Background: an optimization exercise with open tools, aiming at small area, a short achievable clock period and few clock cycles per item. Do not read the settings as production practice. At most, simulation tests tie the RTL to the original design; equivalence was not proved. Power is estimated from default activity; no workload was simulated.

// bcmseq
module bcmseq #(
    parameter [15:0] BASE_LOOP_TICKS = 16'd8,
    parameter [15:0] CALL_OVERHEAD   = 16'd2,
    parameter [15:0] FIRST_INTERVAL  = 16'd100
) (
    input  wire        clk,
    input  wire        rst,
    input  wire        cmd_valid,
    input  wire [51:0] cmd,
    output reg         cmd_ready,
    output reg         rsp_valid,
    output wire [7:0]  rsp,
    input  wire [1:0]  rot,
    output reg         hm_en,
    output reg         hm_we,
    output reg  [10:0] hm_addr,
    output wire [7:0]  hm_wdata,
    input  wire [7:0]  hm_rdata,
    output reg         sm_en,
    output reg  [10:0] sm_addr,
    input  wire [7:0]  sm_rdata,
    output reg         tmr_load,
    output wire [15:0] tmr_period,
    output reg         tmr_stop,
    input  wire        tmr_expire,
    output reg         p_blank,
    output reg         p_lat,
    output reg         p_clk,
    output reg  [3:0]  p_addr,
    output reg  [5:0]  p_data
);
clock: 6.0 ns
lec_check: 0
cap_margin: 20
core_margin: 2
core_utilization: 40
setup_slack_margin: 3.5
slew_margin: 20
run.sh (not shown) runs the stock make flow with config.mk's settings and CLKGATE_MAP_FILE= SYNTH_SCRIPT=/design/flow/synth_recipe.tcl, a recipe that flattens the netlist after the stock synthesis.
Testbench counts at the start, summed over its fixed seeds: cycles 55,512, ticks 768.
Next try:
--- a/flow/config.mk
+++ b/flow/config.mk
@@ -9,4 +9,3 @@
 export CORE_MARGIN = 2
 export CORE_UTILIZATION = 40
-export SETUP_SLACK_MARGIN = 3.5
 export SLEW_MARGIN = 20
The changed run went through all stages and came out clean. Count of clock-buffer cells in the layout went up by 1. Via count went down by 6.5%. Critical path depth went down by 1. Clock skew is about the same. Non-clock buffer count went down by 51. Total power went down by 8.3%. Wire length went down by 11%. Register-to-register slack is worse by 1.1 ns. Setup slack is worse by 1.1 ns. First-iteration DRC count went up by 0.52%. Hold slack barely changes.


Another version of the RTL of bcmseq (not shown whole).
For scale: about 600 cells after synthesis, ~110 flip-flops, roughly 150 I/O pins, about 5600 sq um of cells after synthesis.
export LEC_CHECK = 0
export CAP_MARGIN = 20
export CORE_MARGIN = 2
export CORE_UTILIZATION = 40
export CTS_BUF_LIST = sky130_fd_sc_hd__clkbuf_8
export CTS_CLUSTER_SIZE = 20
export SETUP_SLACK_MARGIN = 3.8
export SLEW_MARGIN = 20
export BUFFER_PORTS_ARGS = -buffer_cell sky130_fd_sc_hd__buf_1
create_clock -name core_clock -period 6.0 [get_ports {clk}]
standard.sh (not shown) runs the stock make flow with config.mk's settings and CLKGATE_MAP_FILE= SYNTH_SCRIPT=/design/flow/synth_recipe.tcl, a recipe that flattens the netlist after the stock synthesis.
==> flow/flow/run.sh <==
#!/bin/bash
# Standard layout, with the port buffers that buffer_ports inserts made
# sky130_fd_sc_hd__buf_1 (the resizer may still size them up) instead of the
# delay cell it picks by default. Every port still gets its own buffer.
set -euo pipefail
echo 'export BUFFER_PORTS_ARGS = -buffer_cell sky130_fd_sc_hd__buf_1' >> config.mk
bash standard.sh > standard_flow.log 2>&1
Testbench counts at the start, summed over its fixed seeds: cycles 49,192, ticks 768.
==> next run, changes <==
--- a/flow/config.mk
+++ b/flow/config.mk
@@ -7,0 +8 @@
+export ABC_AREA = 1
@@ -13 +14 @@
-export SETUP_SLACK_MARGIN = 3.8
+export SETUP_SLACK_MARGIN = 3.9
What happened: Utilization rose by 0.78 points. Die area is about the same. Hold slack degrades by 0.025 ns. Fmax barely changes. Synthesized area is about the same. Global-route usage rose by 0.61 points. Sequential power rose by about 0.5%.
==> next run, changes <==
--- a/flow/config.mk
+++ b/flow/config.mk
@@ -8 +7,0 @@
-export ABC_AREA = 1
@@ -14 +13 @@
-export SETUP_SLACK_MARGIN = 3.9
+export SETUP_SLACK_MARGIN = 3.5
The new run completed with no timing, DRC or antenna violations.
Fmax shrinks by 7.4%.
Power rose by about 1%.
Final area decreases by 4.4%.
Non-clock buffer count fell by 11.
Final cell count came out lower by about 13%.
Clock-buffer cell count goes up by 2.
==> next run, changes <==
--- a/flow/config.mk
+++ b/flow/config.mk
@@ -10 +10 @@
-export CORE_UTILIZATION = 40
+export CORE_UTILIZATION = 60
Effect:
- global-route usage is higher by 6.6 points
- combinational power is lower by about 6%
- clock power is higher by 6.3%
- final cell count is lower by 7.8%
- die area is lower by 32%
- routed wire length is lower by 9.5%
- clock skew hardly moves


Another version of the RTL of bcmseq (not shown whole).
Size: roughly 580 cells after synthesis, about 110 flip-flops, roughly 150 I/O pins, roughly 5400 um2 of cells after synthesis.
export LEC_CHECK = 0
export CAP_MARGIN = 20
export CORE_MARGIN = 2
export CORE_UTILIZATION = 40
export SETUP_SLACK_MARGIN = 3.5
export SLEW_MARGIN = 20
create_clock -name core_clock -period 6.0 [get_ports {clk}]
run.sh (not shown) runs the stock make flow with config.mk's settings and CLKGATE_MAP_FILE= SYNTH_SCRIPT=/design/flow/synth_recipe.tcl, a recipe that flattens the netlist after the stock synthesis.
Stock flow here: none of the scripts above is used.
The first run completed with no timing, DRC or antenna violations.
Next try:
Settings changed: SETUP_SLACK_MARGIN 3.5 to 4.5.
=> Cell area rises by 19%. Clock power came out higher by 7.1%. Fmax rose by 2.2%. Power went up by 7.8%. Global-route usage rose by 1.7 points. Utilization goes up by 10 points. Count of clock-buffer cells in the layout went down by 2. Synthesized area is unchanged. Register-to-register slack improved by 140 ps.
No run of this note included a check of the RTL's function; only the layout flow was run.


RTL: one of the versions met above, not the one the previous note started from.
For scale: about 110 flip-flops, about 5600 um2 of cells after synthesis.
export LEC_CHECK = 0
export CAP_MARGIN = 20
export CORE_MARGIN = 2
export CORE_UTILIZATION = 40
export CTS_BUF_LIST = sky130_fd_sc_hd__clkbuf_8
export CTS_CLUSTER_SIZE = 20
export SETUP_SLACK_MARGIN = 4.0
export SLEW_MARGIN = 20
export BUFFER_PORTS_ARGS = -buffer_cell sky130_fd_sc_hd__buf_1
create_clock -name core_clock -period 6.0 [get_ports {clk}]
standard.sh (not shown) runs the stock make flow with config.mk's settings and CLKGATE_MAP_FILE= SYNTH_SCRIPT=/design/flow/synth_recipe.tcl, a recipe that flattens the netlist after the stock synthesis.
Scripts as last shown in full above: flow/flow/run.sh
The first run completed without violations.
Testbench counts at the start, summed over its fixed seeds: cycles 49,192, ticks 768.
Change:
- CTS_BUF_LIST: sky130_fd_sc_hd__clkbuf_8 -> not set
- CTS_CLUSTER_SIZE: 20 -> not set
- SETUP_SLACK_MARGIN: 4.0 -> 3.5
Outcome: Combinational power drops by 24%. First-iteration DRC count drops by 0.37%. Design area drops by 12%.
Change:
- ABC_AREA: not set -> 1
- CTS_BUF_LIST: not set -> sky130_fd_sc_hd__clkbuf_8
- CTS_CLUSTER_SIZE: not set -> 20
- SETUP_SLACK_MARGIN: 3.5 -> 3.8
Outcome:
- wire length came out higher slightly
- register-to-register slack is better by 0.23 ns
- final cell count came out higher by roughly a tenth
- final area barely changes
- hold slack is worse by 0.0072 ns
- via count came out higher by a few percent
- sequential cell count does not change
- setup slack is better by 0.19 ns
Change:
--- a/flow/flow/run.sh
+++ b/flow/flow/run.sh
@@ -4 +4,3 @@
-# delay cell it picks by default. Every port still gets its own buffer.
+# delay cell it picks by default, and power recovery (downsizing of gates off
+# the critical paths) after global routing's timing repair. Every port still
+# gets its own buffer.
@@ -6,0 +9 @@
+echo 'export RECOVER_POWER = 100' >> config.mk
- ABC_AREA: 1 -> not set
- RECOVER_POWER: not set -> 100
After rerunning: The new run finished but failed the layout checks on capacitance limit, slew limit; setup slack loses 1.5 ns; clock-buffer cell count fell by 3; via count fell by 4.9%; final cell count goes down by 11%.


Setup of the previous run:
Another version of the RTL of bcmseq (not shown whole).
Size in the first run: roughly 600 cells after synthesis, roughly 120 flip-flops, about 150 I/O pins, about 5600 um^2 of cells after synthesis.
export LEC_CHECK = 0
export CAP_MARGIN = 20
export CORE_MARGIN = 2
export CORE_UTILIZATION = 40
export CTS_BUF_LIST = sky130_fd_sc_hd__clkbuf_8
export CTS_CLUSTER_SIZE = 20
export SETUP_SLACK_MARGIN = 3.5
export SLEW_MARGIN = 20
export BUFFER_PORTS_ARGS = -buffer_cell sky130_fd_sc_hd__buf_1
create_clock -name core_clock -period 6.0 [get_ports {clk}]
==> flow/flow/run.sh <==
#!/bin/bash
# Standard layout, with the port buffers that buffer_ports inserts made
# sky130_fd_sc_hd__buf_1 (the resizer may still size them up) instead of the
# delay cell it picks by default. Every port still gets its own buffer.
set -euo pipefail
echo 'export BUFFER_PORTS_ARGS = -buffer_cell sky130_fd_sc_hd__buf_1' >> config.mk
bash standard.sh > standard_flow.log 2>&1
The previous run went all the way through the flow, and no timing, DRC or antenna check failed.
Relative to the previous run, the following input files were edited for the current run:
# the previous run
export LEC_CHECK = 0
export CAP_MARGIN = 20
export CORE_MARGIN = 2
export CORE_UTILIZATION = 40
export CTS_BUF_LIST = sky130_fd_sc_hd__clkbuf_8
export CTS_CLUSTER_SIZE = 20
export SETUP_SLACK_MARGIN = 3.5
export SLEW_MARGIN = 20
export BUFFER_PORTS_ARGS = -buffer_cell sky130_fd_sc_hd__buf_1
create_clock -name core_clock -period 6.0 [get_ports {clk}]
# the current run
export LEC_CHECK = 0
export CAP_MARGIN = 20
export CORE_MARGIN = 2
export CORE_UTILIZATION = 40
export SETUP_SLACK_MARGIN = 3.5
export SLEW_MARGIN = 20
export BUFFER_PORTS_ARGS = -buffer_cell sky130_fd_sc_hd__buf_1
create_clock -name core_clock -period 6.0 [get_ports {clk}]
--- outcome ---
Any difference in cell count after synthesis between the current run and the previous run is small enough to ignore.
Changes observed in the current run relative to the previous run: required arrival time at the worst endpoint lower, clock power share now larger, design area +2.8%, number of vias per cell after detailed routing held steady.
Wire: the current run routes more than the previous run
Taking the previous run as the reference, in the current run worst setup slack now smaller, area of the placeable core essentially unchanged.
Function was not checked in any run of this note: the RTL went through the layout flow alone.


bcmseq, a different RTL version from the one above (not shown whole).
Size: roughly 580 cells after synthesis, roughly 120 flip-flops, about 150 I/O pins, about 5600 sq um of cells after synthesis.
export LEC_CHECK = 0
export CAP_MARGIN = 20
export CORE_MARGIN = 2
export CORE_UTILIZATION = 40
export SETUP_SLACK_MARGIN = 3.5
export SLEW_MARGIN = 20
export BUFFER_PORTS_ARGS = -buffer_cell sky130_fd_sc_hd__buf_1
create_clock -name core_clock -period 6.0 [get_ports {clk}]
Scripts as last shown in full above: flow/flow/run.sh
Testbench counts at the start, summed over its fixed seeds: cycles 49,192, ticks 768.
Change:
- CTS_BUF_LIST: unset -> sky130_fd_sc_hd__clkbuf_4
- CTS_CLUSTER_SIZE: unset -> 30
Result: Sequential cell count does not change. Cell count is unchanged. Fmax came out lower by a few percent. Sequential power hardly moves. Synthesized area does not change. Hold slack got worse by 0.0064 ns. Setup slack loses 0.055 ns. Die area stays the same. Wire length came out lower slightly. Total power is lower by about a fifth. Clock skew goes up by 0.010 ns.

==> static timing again, ports no longer ideal <==
No port has a modelled driver above. Below, the same layouts with a new extraction and two added sets of constraints.
Step 1 assumes that a clkbuf_16 drives the clock port and a buf_2 every other input.
Step 2 adds t to the input delays and takes it off the output delays; t is the mean of the earliest and latest rising clock arrival at the registers after step 1. Input paths then give back, and output paths get back, about the clock's delay inside the block.
Slacks: no drivers / after step 1 / after step 2; pairs: no drivers / after step 1.
run	t (ns)	setup WS [ns]	hold slack, ns	latest minus earliest clock arrival (ns)	slew at the worst register clock pin (ns)
the first run of note 1	0.389	2.978 / 2.978 / 2.950	0.352 / 0.352 / 0.352	0.007 / 0.007	0.07 / 0.07
the second run of note 1	0.380	1.893 / 1.893 / 1.874	0.354 / 0.354 / 0.354	0.008 / 0.008	0.07 / 0.07
the first run of note 2	0.417	3.828 / 3.819 / 3.403	0.479 / 0.479 / 0.479	0.015 / 0.016	0.11 / 0.11
the second run of note 2	0.421	3.825 / 3.789 / 3.558	0.454 / 0.454 / 0.454	0.021 / 0.021	0.11 / 0.11
the third run of note 2	0.419	3.652 / 3.664 / 3.245	0.480 / 0.480 / 0.480	0.015 / 0.015	0.10 / 0.10
the fourth run of note 2	0.401	3.638 / 3.639 / 3.238	0.471 / 0.471 / 0.471	0.013 / 0.013	0.11 / 0.11
the first run of note 3	0.391	3.447 / 3.425 / 3.034	0.446 / 0.446 / 0.446	0.008 / 0.008	0.07 / 0.07
the second run of note 3	0.384	3.501 / 3.456 / 3.073	0.506 / 0.506 / 0.506	0.007 / 0.007	0.07 / 0.07
the first run of note 4	0.418	3.817 / 3.815 / 3.397	0.471 / 0.471 / 0.471	0.015 / 0.015	0.11 / 0.11
the second run of note 4	0.388	3.668 / 3.682 / 3.294	0.473 / 0.473 / 0.473	0.011 / 0.010	0.07 / 0.07
the third run of note 4	0.421	3.853 / 3.817 / 3.515	0.466 / 0.466 / 0.466	0.010 / 0.010	0.10 / 0.10
the fourth run of note 4	0.414	2.361 / 2.361 / 2.361	0.478 / 0.478 / 0.478	0.015 / 0.015	0.11 / 0.11
the previous run	0.461	3.624 / 3.637 / 3.176	0.440 / 0.440 / 0.440	0.012 / 0.013	0.07 / 0.07
the current run	0.450	3.549 / 3.568 / 3.118	0.446 / 0.446 / 0.446	0.014 / 0.013	0.06 / 0.06
the first run of note 6	0.456	3.656 / 3.610 / 3.444	0.482 / 0.482 / 0.482	0.014 / 0.014	0.06 / 0.06
the second run of note 6	0.559	3.600 / 3.564 / 3.474	0.475 / 0.475 / 0.475	0.022 / 0.022	0.12 / 0.12
For the previous run, which loses most, drivers alone change the setup slack by +0.013 ns; drivers and shift together by -0.448 ns.
